Context: an optimization exercise on an open-source flow, tuned for small area, a short achievable clock period and few clock cycles. The choices shown serve that exercise and are no tape-out recipe. In this exercise RTL edits were held to simulation tests only and were not proved equivalent to the original. Power is estimated from default activity; no workload was simulated.

<file path="flow/design.v">
module vn_alu (
    input  wire [3:0]  op,
    input  wire [19:0] a,     
    input  wire [19:0] b,     
    output reg  [19:0] y
);
    always @(*) begin
        case (op)
            4'h3:    y = a + b;       
            4'h4:    y = a - b;       
            4'h5:    y = a & b;       
            4'h6:    y = a | b;       
            4'h7:    y = ~a;          
            4'h8:    y = a ^ b;       
            default: y = b;
        endcase
    end
endmodule
module vn_memory (
    input  wire        clk,
    input  wire        we,
    input  wire [6:0]  waddr,
    input  wire [19:0] wdata,
    input  wire [6:0]  fa_addr,
    output reg  [19:0] fa_data,
    input  wire [6:0]  fb_addr,
    output reg  [19:0] fb_data,
    input  wire [6:0]  obs_addr,
    output reg  [19:0] obs_data
);
    localparam MEM_SIZE = 100;
    wire [19:0] q [0:MEM_SIZE-1];
    genvar k;
    generate
        for (k = 0; k < MEM_SIZE; k = k + 1) begin : g_word
            reg [19:0] w;
            always @(posedge clk)
                if (we && waddr == k)
                    w <= wdata;
            assign q[k] = w;
        end
    endgenerate
    integer i, j, n;
    always @(*) begin
        fa_data = 20'd0;
        for (i = 0; i < MEM_SIZE; i = i + 1)
            fa_data = fa_data | ({20{fa_addr == i}} & q[i]);
    end
    always @(*) begin
        fb_data = 20'd0;
        for (j = 0; j < MEM_SIZE; j = j + 1)
            fb_data = fb_data | ({20{fb_addr == j}} & q[j]);
    end
    always @(*) begin
        obs_data = 20'd0;
        for (n = 0; n < MEM_SIZE; n = n + 1)
            obs_data = obs_data | ({20{obs_addr == n}} & q[n]);
    end
endmodule
module vn_core (
    input  wire        clk,
    input  wire        rst_n,        
    input  wire        tick,         
    input  wire        cancel,       
    output wire        ready,        
    output reg  [2:0]  status,       
    output reg  [1:0]  fault_reason, 
    output reg         fault_phase,  
    input  wire        load_we,
    input  wire [6:0]  load_addr,
    input  wire [19:0] load_data,
    input  wire [6:0]  obs_addr,
    output wire [19:0] obs_data,
    output wire [19:0] pc,
    output wire [19:0] mar,
    output wire [19:0] mdr,
    output wire [19:0] cir,
    output reg  [19:0] acc,
    output wire        in_req,
    input  wire        in_valid,
    input  wire        in_eoi,
    input  wire [19:0] in_data,
    output wire        out_valid,
    output wire [19:0] out_data
);
    localparam [2:0] ST_RUNNING   = 3'd0,
                     ST_HALTED    = 3'd1,
                     ST_FAULTED   = 3'd2,
                     ST_EXHAUSTED = 3'd3,
                     ST_CANCELLED = 3'd4;
    localparam [1:0] FR_NONE      = 2'd0,
                     FR_OPCODE    = 2'd1,
                     FR_ADDRESS   = 2'd2;
    localparam [3:0] OP_LDA = 4'h1, OP_STA = 4'h2, OP_ADD = 4'h3, OP_SUB = 4'h4,
                     OP_AND = 4'h5, OP_OR  = 4'h6, OP_NOT = 4'h7, OP_XOR = 4'h8,
                     OP_INP = 4'h9, OP_OUT = 4'hA, OP_HLT = 4'hB;
    reg  [6:0]  pc_q;
    reg  [6:0]  mar_q;
    reg  [19:0] cir_q;
    reg         inp_wait;    
    reg  [19:0] ir;          
    assign pc  = {13'd0, pc_q};
    assign mar = {13'd0, mar_q};
    assign mdr = cir_q;
    assign cir = cir_q;
    wire running = (status == ST_RUNNING);
    wire start   = !inp_wait && running && tick && !cancel;
    wire        fetch_ok = (pc_q < 7'd100);
    wire [19:0] word = ir;
    wire [3:0]  op  = word[19:16];
    wire [15:0] opd = word[15:0];
    wire        opd_ok = (opd[15:7] == 9'd0) && (opd[6:0] < 7'd100);
    wire is_mem = (op == OP_LDA) || (op == OP_ADD) || (op == OP_SUB) ||
                  (op == OP_AND) || (op == OP_OR)  || (op == OP_XOR);
    wire        store  = start && fetch_ok && (op == OP_STA) && opd_ok;
    wire        mem_we = store || load_we;
    wire [6:0]  mem_waddr = store ? opd[6:0] : load_addr;
    wire [19:0] mem_wdata = store ? acc : load_data;
    wire [19:0] operand;
    wire        advance = start && fetch_ok;
    wire [6:0]  pc_next = !rst_n ? 7'd0 : advance ? pc_q + 7'd1 : pc_q;
    wire [19:0] next_word;
    vn_memory u_mem (
        .clk(clk),
        .we(mem_we), .waddr(mem_waddr), .wdata(mem_wdata),
        .fa_addr(pc_next), .fa_data(next_word),
        .fb_addr(opd[6:0]), .fb_data(operand),
        .obs_addr(obs_addr), .obs_data(obs_data)
    );
    wire [19:0] alu_y;
    vn_alu u_alu (.op(op), .a(acc), .b(operand), .y(alu_y));
    assign ready     = !inp_wait;
    assign in_req    = inp_wait || (start && fetch_ok && op == OP_INP);
    assign out_valid = start && fetch_ok && (op == OP_OUT);
    assign out_data  = acc;
    always @(posedge clk)
        ir <= (mem_we && mem_waddr == pc_next) ? mem_wdata : next_word;
    always @(posedge clk) begin
        if (!rst_n) begin
            status       <= ST_RUNNING;
            fault_reason <= FR_NONE;
            fault_phase  <= 1'b0;
            pc_q         <= 7'd0;
            mar_q        <= 7'd0;
            cir_q        <= 20'd0;
            acc          <= 20'd0;
            inp_wait     <= 1'b0;
        end else if (inp_wait) begin
            if (in_valid) begin
                acc      <= in_data;
                inp_wait <= 1'b0;
            end else if (in_eoi) begin
                status   <= ST_EXHAUSTED;
                inp_wait <= 1'b0;
            end
        end else if (running && cancel) begin
            status <= ST_CANCELLED;
        end else if (start) begin
            mar_q <= pc_q;
            if (!fetch_ok) begin
                status       <= ST_FAULTED;
                fault_reason <= FR_ADDRESS;
                fault_phase  <= 1'b0;
            end else begin
                cir_q <= word;
                pc_q  <= pc_next;
                if (is_mem || op == OP_STA) begin
                    if (!opd_ok) begin
                        status       <= ST_FAULTED;
                        fault_reason <= FR_ADDRESS;
                        fault_phase  <= 1'b1;
                    end else if (is_mem) begin
                        acc <= alu_y;
                    end
                end else begin
                    case (op)
                        OP_NOT: acc <= alu_y;
                        OP_INP: begin
                            if (in_valid)
                                acc <= in_data;
                            else if (in_eoi)
                                status <= ST_EXHAUSTED;
                            else
                                inp_wait <= 1'b1;
                        end
                        OP_OUT: ;
                        OP_HLT: status <= ST_HALTED;
                        default: begin
                            status       <= ST_FAULTED;
                            fault_reason <= FR_OPCODE;
                            fault_phase  <= 1'b1;
                        end
                    endcase
                end
            end
        end
    end
endmodule
</file>
<file path="flow/run.sh">
#!/bin/bash
# synth_recipe.tcl (not shown) runs the flow's synth.tcl, then flattens the netlist and writes it again
# the make line also repeats each setting of config.mk as NAME=value (left out here)
make -C /OpenROAD-flow-scripts/flow DESIGN_CONFIG=/design/flow/config.mk WORK_HOME=/design/flow/orfs CLKGATE_MAP_FILE= SYNTH_SCRIPT=/design/flow/synth_recipe.tcl finish
</file>
<file path="flow/config.mk">
export PLATFORM = sky130hd
export DESIGN_NAME = vn_core
export DESIGN_NICKNAME = vn_core
export VERILOG_FILES = /design/flow/design.v
export SDC_FILE = /design/flow/constraint.sdc
export NUM_CORES = 4
export LEC_CHECK = 0
export CAP_MARGIN = 20
export CORE_MARGIN = 2
export CORE_UTILIZATION = 45
export PLACE_DENSITY = 0.6
export SETUP_SLACK_MARGIN = 4
export SLEW_MARGIN = 20
</file>
<file path="flow/constraint.sdc">
create_clock -name core_clock -period 10.0 [get_ports {clk}]
set_input_delay 2.0000 -clock core_clock [delete_from_list [all_inputs] [get_ports {clk}]]
set_output_delay 2.0000 -clock core_clock [all_outputs]
set_load 0.01 [all_outputs]
</file>
==> results of run 1 <==
per-stage QoR:
| stage | worst slack (ps) | cells | instance area (um2) |
|---|---|---|---|
| global placement | 1440 | 12500 | 120000 |
| floorplan | 2990 | 9145 | 108000 |
| detailed placement | 1430 | 12500 | 121000 |
| CTS | 3670 | 13600 | 139000 |
power groups by stage:
stage | Sequential (uW) | Combinational [uW] | Clock [uW]
after floorplan | 9830 | 1110 | 0
after global placement | 9900 | 2540 | 0
after detailed placement | 9900 | 2570 | 0
after CTS | 9690 | 3100 | 8760
per-layer routing:
| metal | track usage | GRT overflow |
|---|---|---|
| met1 | 1.02 | 3523 |
| met2 | 1.14 | 8738 |
| met3 | 1.01 | 2903 |
| met4 | 1.03 | 3054 |
| met5 | 0.932 | 371 |
worst min path at each step:
stage | from | end | slack, ps | cells past startpoint
2_1_floorplan | ir[10] | cir_q[10] | 430 | 2
3_5_place_dp | mar_q[6] | mar_q[6] | 450 | 2
3_3_place_gp | mar_q[6] | mar_q[6] | 440 | 2
4_1_cts | mar_q[6] | mar_q[6] | 460 | 2
cells by family after synthesis:
group / share of synthesized area
simple gates: 0.129
other cells: 0.0000348
flops: 0.572
xor+xnor: 0.00333
fa+ha+maj: 0.00727
mux: 0.0166
buf+inv: 0.0387
compound gates: 0.233
repair_timing:
action                     in CTS
buffers inserted              585
gates cloned                   21
setup endpoints to repair    1715
resized for setup            1021
pin swaps                     275
==> results_dict.tcl, run 1 <==
set metrics [dict create \
    status "stopped before the end" \
    haltStage "global routing (5_1_grt)" \
    tool.error "[ERROR GRT-0116] Global routing finished with congestion. Check the congestion regions in the DRC Viewer." \
    grt_max_degree 102 \
    yosys_warnings 3 \
    die_y_um 493 \
    hpwl_um 796000 \
    syn-instance-count 9120 \
    async_flop_share 0 \
    root_buffer "clkbuf_16" \
    synth_area_leader_cell "edfxtp_1" \
    synth_top_area_share 0.557 \
    initial_core_util 0.453 \
    grt_pass1_vias 149000 \
    seq_area_frac_synth 0.572 \
    synth_edf_count 2000 \
    grt_pass1_wl_um 1730000 \
    syn_area_per_cell_um2 11.8 \
    grt_usage 1.05 \
    place.gp.congestion 1.51 \
    cts.sinks 2081 \
    synth.top_cells.by_area "edfxtp_1, a22oi_1, a22o_1, nand3_1, a221oi_1" \
    synth_most_common_cell "edfxtp_1" \
    synth-main-ff-cell "edfxtp_1" \
    synth_common_cells "edfxtp_1, a22oi_1, nand3_1" \
    cts_buffers 223 \
    ys_types 103 \
    io_pins 210 \
    cts_hold_buf 0 \
    synth_area_mm2 0.108 \
    rows 179 \
    die-width_um 493 \
    synth_seq_cells 2081 \
    grt.overflow.total 18600 \
    h-tree-depth 4 \
    cts.path.max_buffers 3 \
    port_buffers 183 \
]
Testbench counts, summed over its fixed seeds: cycles 8,676.
==> run 2, diff against run 1 <==
--- a/flow/design.v
+++ b/flow/design.v
@@ -40,21 +40,31 @@
             assign q[k] = w;
         end
     endgenerate
+    wire [19:0] ga [0:24];
+    wire [19:0] gb [0:24];
+    wire [19:0] go [0:24];
+    generate
+        for (k = 0; k < 25; k = k + 1) begin : g_grp
+            assign ga[k] = q[4*k + fa_addr[1:0]];
+            assign gb[k] = q[4*k + fb_addr[1:0]];
+            assign go[k] = q[4*k + obs_addr[1:0]];
+        end
+    endgenerate
     integer i, j, n;
     always @(*) begin
         fa_data = 20'd0;
-        for (i = 0; i < MEM_SIZE; i = i + 1)
-            fa_data = fa_data | ({20{fa_addr == i}} & q[i]);
+        for (i = 0; i < 25; i = i + 1)
+            fa_data = fa_data | ({20{fa_addr[6:2] == i}} & ga[i]);
     end
     always @(*) begin
         fb_data = 20'd0;
-        for (j = 0; j < MEM_SIZE; j = j + 1)
-            fb_data = fb_data | ({20{fb_addr == j}} & q[j]);
+        for (j = 0; j < 25; j = j + 1)
+            fb_data = fb_data | ({20{fb_addr[6:2] == j}} & gb[j]);
     end
     always @(*) begin
         obs_data = 20'd0;
-        for (n = 0; n < MEM_SIZE; n = n + 1)
-            obs_data = obs_data | ({20{obs_addr == n}} & q[n]);
+        for (n = 0; n < 25; n = n + 1)
+            obs_data = obs_data | ({20{obs_addr[6:2] == n}} & go[n]);
     end
 endmodule
 module vn_core (
--- a/flow/config.mk
+++ b/flow/config.mk
@@ -7,7 +7,8 @@
 export LEC_CHECK = 0
 export CAP_MARGIN = 20
 export CORE_MARGIN = 2
-export CORE_UTILIZATION = 45
-export PLACE_DENSITY = 0.6
+export CORE_UTILIZATION = 35
+export PLACE_DENSITY = 0.55
 export SETUP_SLACK_MARGIN = 4
 export SLEW_MARGIN = 20
+export TNS_END_PERCENT = 5
==> results_dict.tcl, run 2 <==
set metrics [dict create \
    async_flop_share 0 \
    final_core_util 0.415 \
    core_region_area_mm2 0.323 \
    max_freq_ghz 0.144 \
    nNetsFinal 7103 \
    port_buffers 183 \
    finalSetupViolations 0 \
    ys_types 89 \
    finClkSkew_ps 86.7 \
    synth_edf_count 2000 \
    grt_pass1_wl_um 770000 \
    slew_violations 0 \
    die-area_mm2 0.329 \
    clk_pin_slew_worst_paths_ps 60 \
    yosys_warnings 3 \
    ff2ff_setup_slack_ps 3690 \
    grt_usage 0.352 \
    synth_most_common_cell "edfxtp_1" \
    grt_max_degree 118 \
    cts_buffers 233 \
    final_common_cell "edfxtp_1" \
    crit_path_start_kind "primary input" \
    syn_to_final_growth_pct 18.3 \
    drive_gt1_frac 0.384 \
    drt_iter0_markers 17900 \
    top_register "u_mem.g_word.w" \
    grt.overflow.total 0 \
    place.gp.congestion 1.01 \
    die-width_um 573 \
    post-place-ws_ps 1590 \
    synth_area_mm2 0.113 \
    vias_per_cell 7.53 \
    ir_drop_mv 0.186 \
    vias 86900 \
    drt_pre_antenna_iters 7 \
    grt_antenna_before_repair 53 \
    rsz0062_at_grt "true" \
    nFillCells 28600 \
    wl_per_cell_um 51.5 \
    detail-route-antenna-nets 0 \
    cts_tree "done" \
    syn-instance-count 6582 \
    cp.required_ps 10550 \
    hp-class "reg2reg" \
    power_density_mw_per_mm2 156 \
    rows 209 \
    power.leakage_uw 0.0415 \
    finalHoldViolCount 0 \
    h-tree-depth 4 \
    drcViolationCount 0 \
    synth.top_cells.by_area "edfxtp_1, mux4_2, a22oi_1, nand3_1, dfxtp_1" \
    worst_ep_arrival_time_ps 7500 \
    wl_um 595000 \
    synth_top_area_share 0.529 \
    initial_core_util 0.351 \
    die_y_um 573 \
    crit_fanout 16 \
    largest_register_ffs 2000 \
    slew_headroom 0.168 \
    hpwl_um 367000 \
    clkLatencyLatePin_ps 990 \
    root_buffer "clkbuf_16" \
    syn_area_per_cell_um2 17.2 \
    synth_area_leader_cell "edfxtp_1" \
    min_period_ps 6950 \
    status "complete, no violations" \
    worstSetupPathType "in2reg" \
    grt_pass1_vias 79900 \
    cts.sinks 2081 \
    end_kind "flop" \
    setup_ws_ps 3050 \
    seq_area_frac_synth 0.544 \
    synth_seq_cells 2081 \
    cts.path.max_buffers 4 \
    max_cap_viol_count 0 \
    synth_common_cells "edfxtp_1, mux4_2, nand3_1" \
    layout_common_cells "edfxtp_1, mux4_2, nand3_1" \
    tightestPinTransition_ps 1250 \
    tns_ps 0 \
    io_pins 210 \
    fin_crit_sh 0.695 \
    synth-main-ff-cell "edfxtp_1" \
]
## run 2: cell count changes after synthesis, moves of 101 or more
cell,before,now
nor3_1,173,72
nand3_1,702,494
a22o_1,414,32
mux4_2,0,1449
nor2_1,345,175
nand2_1,393,198
clkbuf_1,529,282
mux2_2,110,5
a221oi_1,353,23
nand4_1,404,191
a222oi_1,133,0
a22oi_1,1446,437
nor4_1,141,27
## run 2: kinds of logic after synthesis
family / Yosys count / share of synthesized area
DFF: 2081 / 0.544
muxes: 1514 / 0.301
xor gates and xnor gates: 37 / 0.00286
and+or+nand+nor: 1319 / 0.0597
other: 1 / 0.0000331
AOI/OAI and AO/OA: 837 / 0.0527
adders and majority gates: 62 / 0.00690
buffers and inverters: 731 / 0.0334
## run 2: cell type report
class | instances | area, um2 | share of cell area
tap | 4325 | 5410 | 0.0403
clock inverter | 141 | 1280 | 0.00956
antenna | 48 | 120 | 0.000895
sequential | 2081 | 61700 | 0.459
multi-input combinational | 3800 | 49900 | 0.372
timing repair buffer | 800 | 9500 | 0.0708
inverter | 64 | 243 | 0.00181
clock buffer | 283 | 6120 | 0.0455
## run 2: what timing repair did
item | CTS | global route
setup endpoints to repair | 1291 | 811
cloned | 49 | 0
pin swaps | 69 | 6
setup buffers | 195 | 9
gates resized for setup | 331 | 1
hold buffers | 0 | 0
## run 2: path summary, 6_finish.rpt
check | startpoint | cells past startpoint | to
min | mar_q[3] | 2 | mar_q[3]
max reg2reg | ir[4] | 22 | acc[18]
min reg2reg | mar_q[3] | 2 | mar_q[3]
max | cancel | 12 | u_mem.g_word[12].w[13]
## run 2: metal layers
| metal | up-vias | GRT usage | routed length, um |
|---|---|---|---|
| met5 | - | 0.00886 | 760 |
| met4 | 60 | 0.276 | 56500 |
| met2 | 9662 | 0.478 | 241000 |
| met1 | 45200 | 0.425 | 193000 |
| met3 | 2390 | 0.170 | 103000 |
| li1 | 29600 | - | - |
## run 2: worst max-delay path, stage by stage
cell and delay (ps):
clkdlybuf4s50_1 480, nor4b_4 320, buf_4 220, nand4_1 170, or4_4 580, mux2i_1 930, inv_1 230, nor2_1 430
nand2_1 140, buf_4 330, nor2_4 890, buf_4 690
## run 2: power by group
part	switching, uW	leakage [uW]	internal [uW]
logic	1590	0.0192	1040
clock network	3830	0.00362	4850
registers	51.0	0.0186	9590
total	5470	0.0415	15500
## run 2: stage by stage
stage / total power [uW] / instances / hold slack (ps) / instance area, um2
final: 21000 / 11500 / 459 / 134000
after global routing: 21300 / 11500 / 482 / 134000
after CTS: 20800 / 11500 / 463 / 134000
after detailed placement: 12100 / 10800 / 455 / 122000
after global placement: 12100 / 10800 / 447 / 122000
after floorplan: 11200 / 6607 / 432 / 114000
Testbench counts of run 2, summed over its fixed seeds: cycles 8,676.
==> run 3, diff against run 2 <==
--- a/flow/config.mk
+++ b/flow/config.mk
@@ -7,8 +7,10 @@
 export LEC_CHECK = 0
 export CAP_MARGIN = 20
 export CORE_MARGIN = 2
-export CORE_UTILIZATION = 35
-export PLACE_DENSITY = 0.55
+export CORE_UTILIZATION = 40
+export CTS_CLUSTER_DIAMETER = 60
+export CTS_CLUSTER_SIZE = 24
+export PLACE_DENSITY = 0.6
 export SETUP_SLACK_MARGIN = 4
 export SLEW_MARGIN = 20
 export TNS_END_PERCENT = 5
==> results_dict.tcl, run 3 <==
set metrics [dict create \
    finalSetupViolations 0 \
    grt_pass1_wl_um 757000 \
    wl_um 595000 \
    wl_per_cell_um 54.5 \
    largest_register_ffs 2000 \
    max_cap_viol_count 0 \
    seq_area_frac_synth 0.544 \
    p_seq_frac 0.485 \
    max_freq_ghz 0.154 \
    totalPowerFinal_uw 19900 \
    synth_top_area_share 0.529 \
    power_density_mw_per_mm2 149 \
    setup_ws_ps 3520 \
    power_frac_comb 0.137 \
    hpwl_um 368000 \
    power.share.clock 0.378 \
    synth_edf_count 2000 \
    synth_area_mm2 0.113 \
    syn_area_per_cell_um2 17.2 \
    grt_usage 0.400 \
    synth.top_cells.by_area "edfxtp_1, mux4_2, a22oi_1, nand3_1, dfxtp_1" \
    syn_to_final_growth_pct 17.6 \
    cts.sinks 2081 \
    worstSetupPathType "in2out" \
    clkLatencyLatePin_ps 940 \
    detail-route-antenna-nets 0 \
    post-place-ws_ps 1720 \
    cts_buffers 172 \
    worst_ep_arrival_time_ps 4480 \
    drt_iter0_markers 18900 \
    ys_types 89 \
    final_common_cell "edfxtp_1" \
    tns_ps 0 \
    drcViolationCount 0 \
    die-width_um 537 \
    core_region_area_mm2 0.282 \
    place.gp.congestion 1.01 \
    root_buffer "clkbuf_16" \
    nNetsFinal 7068 \
    crit_path_start_kind "primary input" \
    end_kind "output port" \
    port_buffers 183 \
    slew_headroom 0.0947 \
    cts_hold_buf 0 \
    fin_crit_sh 0.648 \
    syn-instance-count 6582 \
    vias 87400 \
    yosys_warnings 3 \
    clk_pin_slew_worst_paths_ps 70 \
    place_inst 10200 \
    cts_tree "done" \
    die_y_um 537 \
    synth-main-ff-cell "edfxtp_1" \
    top_register "u_mem.g_word.w" \
    rows 195 \
    async_flop_share 0 \
    crit_fanout 8 \
    h-tree-depth 4 \
    initial_core_util 0.402 \
    die-area_mm2 0.288 \
    tightestPinTransition_ps 1360 \
    grt_max_degree 114 \
    grt_pass1_vias 78200 \
    finClkSkew_ps 73.7 \
    layout_common_cells "edfxtp_1, mux4_2, nand3_1" \
    sw_frac_of_total 0.283 \
    io_pins 210 \
    p_switching_uw 5620 \
    power.leakage_uw 0.0410 \
    synth_area_leader_cell "edfxtp_1" \
    cts.path.max_buffers 4 \
    cp.required_ps 8000 \
    instances_no_fill 10900 \
    grt_antenna_before_repair 63 \
    grt.overflow.total 0 \
    drive_gt1_frac 0.398 \
    status "complete, no violations" \
    synth_most_common_cell "edfxtp_1" \
    drt_pre_antenna_iters 9 \
    min_period_ps 6480 \
    slew_violations 0 \
    p_int_uw 14300 \
    synth_common_cells "edfxtp_1, mux4_2, nand3_1" \
    synth_seq_cells 2081 \
    hp-class "reg2reg" \
    ir_drop_mv 0.145 \
    rsz0062_at_grt "true" \
    finalHoldViolCount 0 \
    vias_per_cell 8.01 \
]
-- run 3: area by class of cell --
cell class | instances | area, um2
Clock buffer | 180 | 4340
Fill cell | 23400 | 149000
Sequential cell | 2081 | 61700
Tap cell | 3743 | 4680
Multi-Input combinational cell | 3798 | 50300
Timing Repair Buffer | 828 | 10300
Antenna cell | 96 | 240
Clock inverter | 126 | 1580
Inverter | 64 | 244
-- run 3: layer usage --
layer | vias up | part of all wire | GRT usage
met3 | 2500 | 0.18 | 0.202
li1 | 29500 | - | -
met1 | 45100 | 0.32 | 0.481
met4 | 38 | 0.096 | 0.307
met2 | 10200 | 0.41 | 0.543
met5 | - | 0.0015 | 0.00822
-- run 3: path summary, 6_finish.rpt --
check	startpoint	cells past startpoint	slack [ps]	endpoint
worst min-delay path	mar_q[4]	2	460	mar_q[4]
worst min register to register	mar_q[4]	2	460	mar_q[4]
worst max register to register	ir[0]	16	4050	acc[19]
worst max-delay path	obs_addr[0]	10	3520	obs_data[1]
-- run 3: metrics by stage --
stage / utilization / hold slack (ps) / area (um2)
after floorplan: - / 432 / 114000
after global placement: 0.428 / 445 / 121000
after detailed placement: 0.431 / 451 / 122000
after CTS: 0.464 / 462 / 131000
after global routing: 0.472 / 488 / 133000
final: 0.472 / 461 / 133000
-- run 3: worst max-delay path, cell delays in order --
cell and delay [ps]:
buf_16 130, buf_16 190, buf_8 150, buf_12 120
buf_16 160, mux4_2 660, a22oi_1 250, nand3_1 130
or3_4 460, buf_2 160
-- run 3: cell families (layout without fill, tap and decap cells) --
kind of cell,count (synthesis),count (layout),share of synthesized area
XOR/XNOR,37,37,0.00286
buffers and inverters,731,1198,0.0334
adder cells (fa/ha/maj),62,62,0.00690
other,1,122,0.0000331
AND/OR/NAND/NOR,1319,1322,0.0597
AO/OA/AOI/OAI,837,837,0.0527
multiplexers,1514,1514,0.301
flip-flops,2081,2081,0.544
-- run 3: timing repair --
action                                  CTS  global route
gates resized for setup                 309           157
endpoints found under the setup margin  910           493
gates cloned                             32            28
pin swaps                                80            70
buffers inserted                        136            87
-- run 3: power groups by stage --
stage / Sequential [uW] / Clock, uW / Combinational, uW
3_3_place_gp: 9830 / 0 / 2270
2_1_floorplan: 9820 / 0 / 1400
3_5_place_dp: 9840 / 0 / 2270
6_report: 9630 / 7520 / 2720
4_1_cts: 9630 / 7470 / 2480
5_1_grt: 9630 / 7750 / 2730
==> run 4, diff against run 3 <==
--- a/flow/design.v
+++ b/flow/design.v
@@ -22,50 +22,20 @@
     input  wire [6:0]  waddr,
     input  wire [19:0] wdata,
     input  wire [6:0]  fa_addr,
-    output reg  [19:0] fa_data,
+    output wire [19:0] fa_data,
     input  wire [6:0]  fb_addr,
-    output reg  [19:0] fb_data,
+    output wire [19:0] fb_data,
     input  wire [6:0]  obs_addr,
-    output reg  [19:0] obs_data
+    output wire [19:0] obs_data
 );
     localparam MEM_SIZE = 100;
-    wire [19:0] q [0:MEM_SIZE-1];
-    genvar k;
-    generate
-        for (k = 0; k < MEM_SIZE; k = k + 1) begin : g_word
-            reg [19:0] w;
-            always @(posedge clk)
-                if (we && waddr == k)
-                    w <= wdata;
-            assign q[k] = w;
-        end
-    endgenerate
-    wire [19:0] ga [0:24];
-    wire [19:0] gb [0:24];
-    wire [19:0] go [0:24];
-    generate
-        for (k = 0; k < 25; k = k + 1) begin : g_grp
-            assign ga[k] = q[4*k + fa_addr[1:0]];
-            assign gb[k] = q[4*k + fb_addr[1:0]];
-            assign go[k] = q[4*k + obs_addr[1:0]];
-        end
-    endgenerate
-    integer i, j, n;
-    always @(*) begin
-        fa_data = 20'd0;
-        for (i = 0; i < 25; i = i + 1)
-            fa_data = fa_data | ({20{fa_addr[6:2] == i}} & ga[i]);
-    end
-    always @(*) begin
-        fb_data = 20'd0;
-        for (j = 0; j < 25; j = j + 1)
-            fb_data = fb_data | ({20{fb_addr[6:2] == j}} & gb[j]);
-    end
-    always @(*) begin
-        obs_data = 20'd0;
-        for (n = 0; n < 25; n = n + 1)
-            obs_data = obs_data | ({20{obs_addr[6:2] == n}} & go[n]);
-    end
+    reg [19:0] mem [0:MEM_SIZE-1];
+    always @(posedge clk)
+        if (we && waddr < MEM_SIZE)
+            mem[waddr] <= wdata;
+    assign fa_data  = (fa_addr  < MEM_SIZE) ? mem[fa_addr]  : 20'd0;
+    assign fb_data  = (fb_addr  < MEM_SIZE) ? mem[fb_addr]  : 20'd0;
+    assign obs_data = (obs_addr < MEM_SIZE) ? mem[obs_addr] : 20'd0;
 endmodule
 module vn_core (
     input  wire        clk,
==> flow/config.mk (replaced) <==
export PLATFORM = sky130hd
export DESIGN_NAME = vn_core
export DESIGN_NICKNAME = vn_core
export VERILOG_FILES = /design/flow/design.v
export SDC_FILE = /design/flow/constraint.sdc
export NUM_CORES = 4
export LEC_CHECK = 0
export CAP_MARGIN = 20
export CORE_MARGIN = 2
export CORE_UTILIZATION = 30
export PLACE_DENSITY = 0.5
export SETUP_SLACK_MARGIN = 4
export SLEW_MARGIN = 20
==> results_dict.tcl, run 4 <==
set metrics [dict create \
    max_cap_viol_count 0 \
    ys_types 101 \
    finClkSkew_ps 97.5 \
    power_density_mw_per_mm2 160 \
    syn_area_per_cell_um2 13.5 \
    synth_seq_cells 2081 \
    final_common_cell "edfxtp_1" \
    crit_path_start_kind "primary input" \
    power.leakage_uw 0.0469 \
    rsz0062_at_grt "true" \
    place_inst 13800 \
    hp-class "reg2reg" \
    port_buffers 183 \
    wl_um 578000 \
    top_register "u_mem.mem" \
    grt_antenna_before_repair 58 \
    nNetsFinal 9212 \
    grt_usage 0.278 \
    cts_tree "done" \
    slew_headroom 0.109 \
    fin_crit_sh 0.700 \
    instances_no_fill 14500 \
    syn_to_final_growth_pct 19.9 \
    min_period_ps 7000 \
    clk_pin_slew_worst_paths_ps 60 \
    ir_drop_mv 0.154 \
    drt_pre_antenna_iters 9 \
    status "complete, no violations" \
    root_buffer "clkbuf_16" \
    die-width_um 631 \
    vias_per_cell 6.53 \
    synth_common_cells "edfxtp_1, nand2_1, mux4_2" \
    grt_max_degree 102 \
    h-tree-depth 4 \
    worst_ep_arrival_time_ps 5000 \
    detail-route-antenna-nets 0 \
    synth_top_area_share 0.509 \
    synth-main-ff-cell "edfxtp_1" \
    yosys_warnings 3 \
    io_pins 210 \
    core_region_area_mm2 0.392 \
    max_freq_ghz 0.143 \
    post-place-ws_ps 1400 \
    synth_area_mm2 0.118 \
    tightestPinTransition_ps 1330 \
    end_kind "output port" \
    layout_common_cells "edfxtp_1, nand2_1, mux4_2" \
    die-area_mm2 0.398 \
    drive_gt1_frac 0.284 \
    synth_area_leader_cell "edfxtp_1" \
    worstSetupPathType "in2out" \
    cp.required_ps 8000 \
    clkLatencyLatePin_ps 1000 \
    place.gp.congestion 0.945 \
    die_y_um 631 \
    cts.path.max_buffers 4 \
    synth_most_common_cell "edfxtp_1" \
    rows 230 \
    cts_hold_buf 0 \
    vias 94800 \
    seq_area_frac_synth 0.523 \
    grt.overflow.total 0 \
    synth_edf_count 2000 \
    syn-instance-count 8763 \
    finalSetupViolations 0 \
    crit_fanout 7 \
    finalHoldViolCount 0 \
    tns_ps 0 \
    grt_pass1_wl_um 767000 \
    initial_core_util 0.301 \
    async_flop_share 0 \
    nFillCells 37000 \
    grt_pass1_vias 87600 \
    cts_buffers 229 \
    slew_violations 0 \
    cts.sinks 2081 \
    setup_ws_ps 3000 \
    wl_per_cell_um 39.8 \
    totalPowerFinal_uw 22700 \
    largest_register_ffs 2000 \
    drt_iter0_markers 18000 \
    drcViolationCount 0 \
    synth.top_cells.by_area "edfxtp_1, mux4_2, nand2_1, mux2i_1, nand3_1" \
    hpwl_um 346000 \
]
run 4: cell types whose count changed after synthesis, sizes merged, moves of 89 or more:
cell	delta
a21oi	+179
a22oi	-385
a31oi	+139
and3	+184
mux2i	+352
mux4	-341
nand2	+1564
nand3	-110
nand4	-185
nor2	+89
o21ai	+117
o22ai	+96
run 4: what timing repair did:
item,in CTS,in global routing
gates cloned,46,12
setup buffers,151,73
resized for setup,449,166
pin swaps,32,48
setup endpoints to repair,155,436
run 4: power by group:
part | switching (uW) | internal, uW | total, uW
clock | 3800 | 4960 | 8760
sequential | 54.0 | 9580 | 9630
combinational | 2670 | 1590 | 4260
run 4: cell families (layout without fill, tap and decap cells):
| family | after synthesis | count (layout) | synth area share |
|---|---|---|---|
| simple gates | 2920 | 2924 | 0.108 |
| compound gates | 1211 | 1211 | 0.0675 |
| flops | 2081 | 2081 | 0.523 |
| xor+xnor | 43 | 43 | 0.00319 |
| buf+inv | 896 | 1383 | 0.0364 |
| other cells | 1 | 56 | 0.0000318 |
| fa+ha+maj | 63 | 63 | 0.00675 |
| mux | 1548 | 1548 | 0.255 |
run 4: worst max-delay path, stage by stage:
cell	delay (ps)
buf_16	160
buf_16	210
buf_16	170
buf_12	120
buf_12	110
mux4_2	500
mux4_2	590
mux4_2	630
nand2b_4	130
o21ai_4	130
buf_6	160
run 4: final cells by class:
type | count | area (um2) | area share
clock buffer | 290 | 6120 | 0.0432
multi-input combinational | 5815 | 54700 | 0.387
tap | 5220 | 6530 | 0.0462
timing repair buffer | 893 | 10600 | 0.0752
clock inverter | 132 | 1380 | 0.00972
sequential | 2081 | 61700 | 0.436
inverter | 68 | 318 | 0.00225
antenna | 30 | 75.1 | 0.000531
run 4: layer usage:
layer	vias up	GRT usage	part of all wire
met4	30	0.167	0.075
met2	8795	0.398	0.41
met5	-	0	0.00038
met3	1733	0.103	0.15
met1	48800	0.359	0.36
li1	35500	-	-
run 4: metrics by stage:
step | hold slack [ps] | cell area, um2 | utilization
after floorplan | 432 | 119000 | -
after global routing | 483 | 141000 | 0.361
after CTS | 465 | 140000 | 0.356
after detailed placement | 461 | 127000 | 0.325
final | 459 | 141000 | 0.361
after global placement | 449 | 127000 | 0.325
run 4: path summary, 6_finish.rpt:
kind	start	end	slack, ps	depth (start not counted)
max	obs_addr[0]	obs_data[7]	3000	11
min	ir[12]	cir_q[12]	460	2
max reg2reg	ir[0]	acc[19]	3020	21
min reg2reg	ir[12]	cir_q[12]	460	2
Testbench counts of run 4, summed over its fixed seeds: cycles 8,676.

[port drivers added, routing unchanged]
No port has a modelled driver above. Below, the same layouts with a new extraction and two added sets of constraints.
Step 1: set_driving_cell puts a clkbuf_16 on clk and a buf_2 on each other input, an assumption about the parent block.
Step 2 also shifts input and output timing later by t, the mid clock arrival at the registers, as if the neighbouring blocks saw the same clock.
Slacks: no drivers / after step 1 / after step 2; pairs: no drivers / after step 1.
| run | t (ns) | slack for setup (ns) | worst setup path at the end | clock arrival spread, ns |
|---|---|---|---|---|
| run 2 | 1.054 | 3.051 / 3.080 / 2.077 | input to register | 0.087 / 0.087 |
| run 3 | 1.015 | 3.522 / 3.194 / 2.613 | input to register | 0.079 / 0.078 |
| run 4 | 1.061 | 3.000 / 2.508 / 2.508 | input to output | 0.106 / 0.106 |
After both steps setup and hold are still met in every run listed. The setup slack of run 2, which loses most, moves by +0.029 ns with the drivers and by -0.974 ns with both steps.
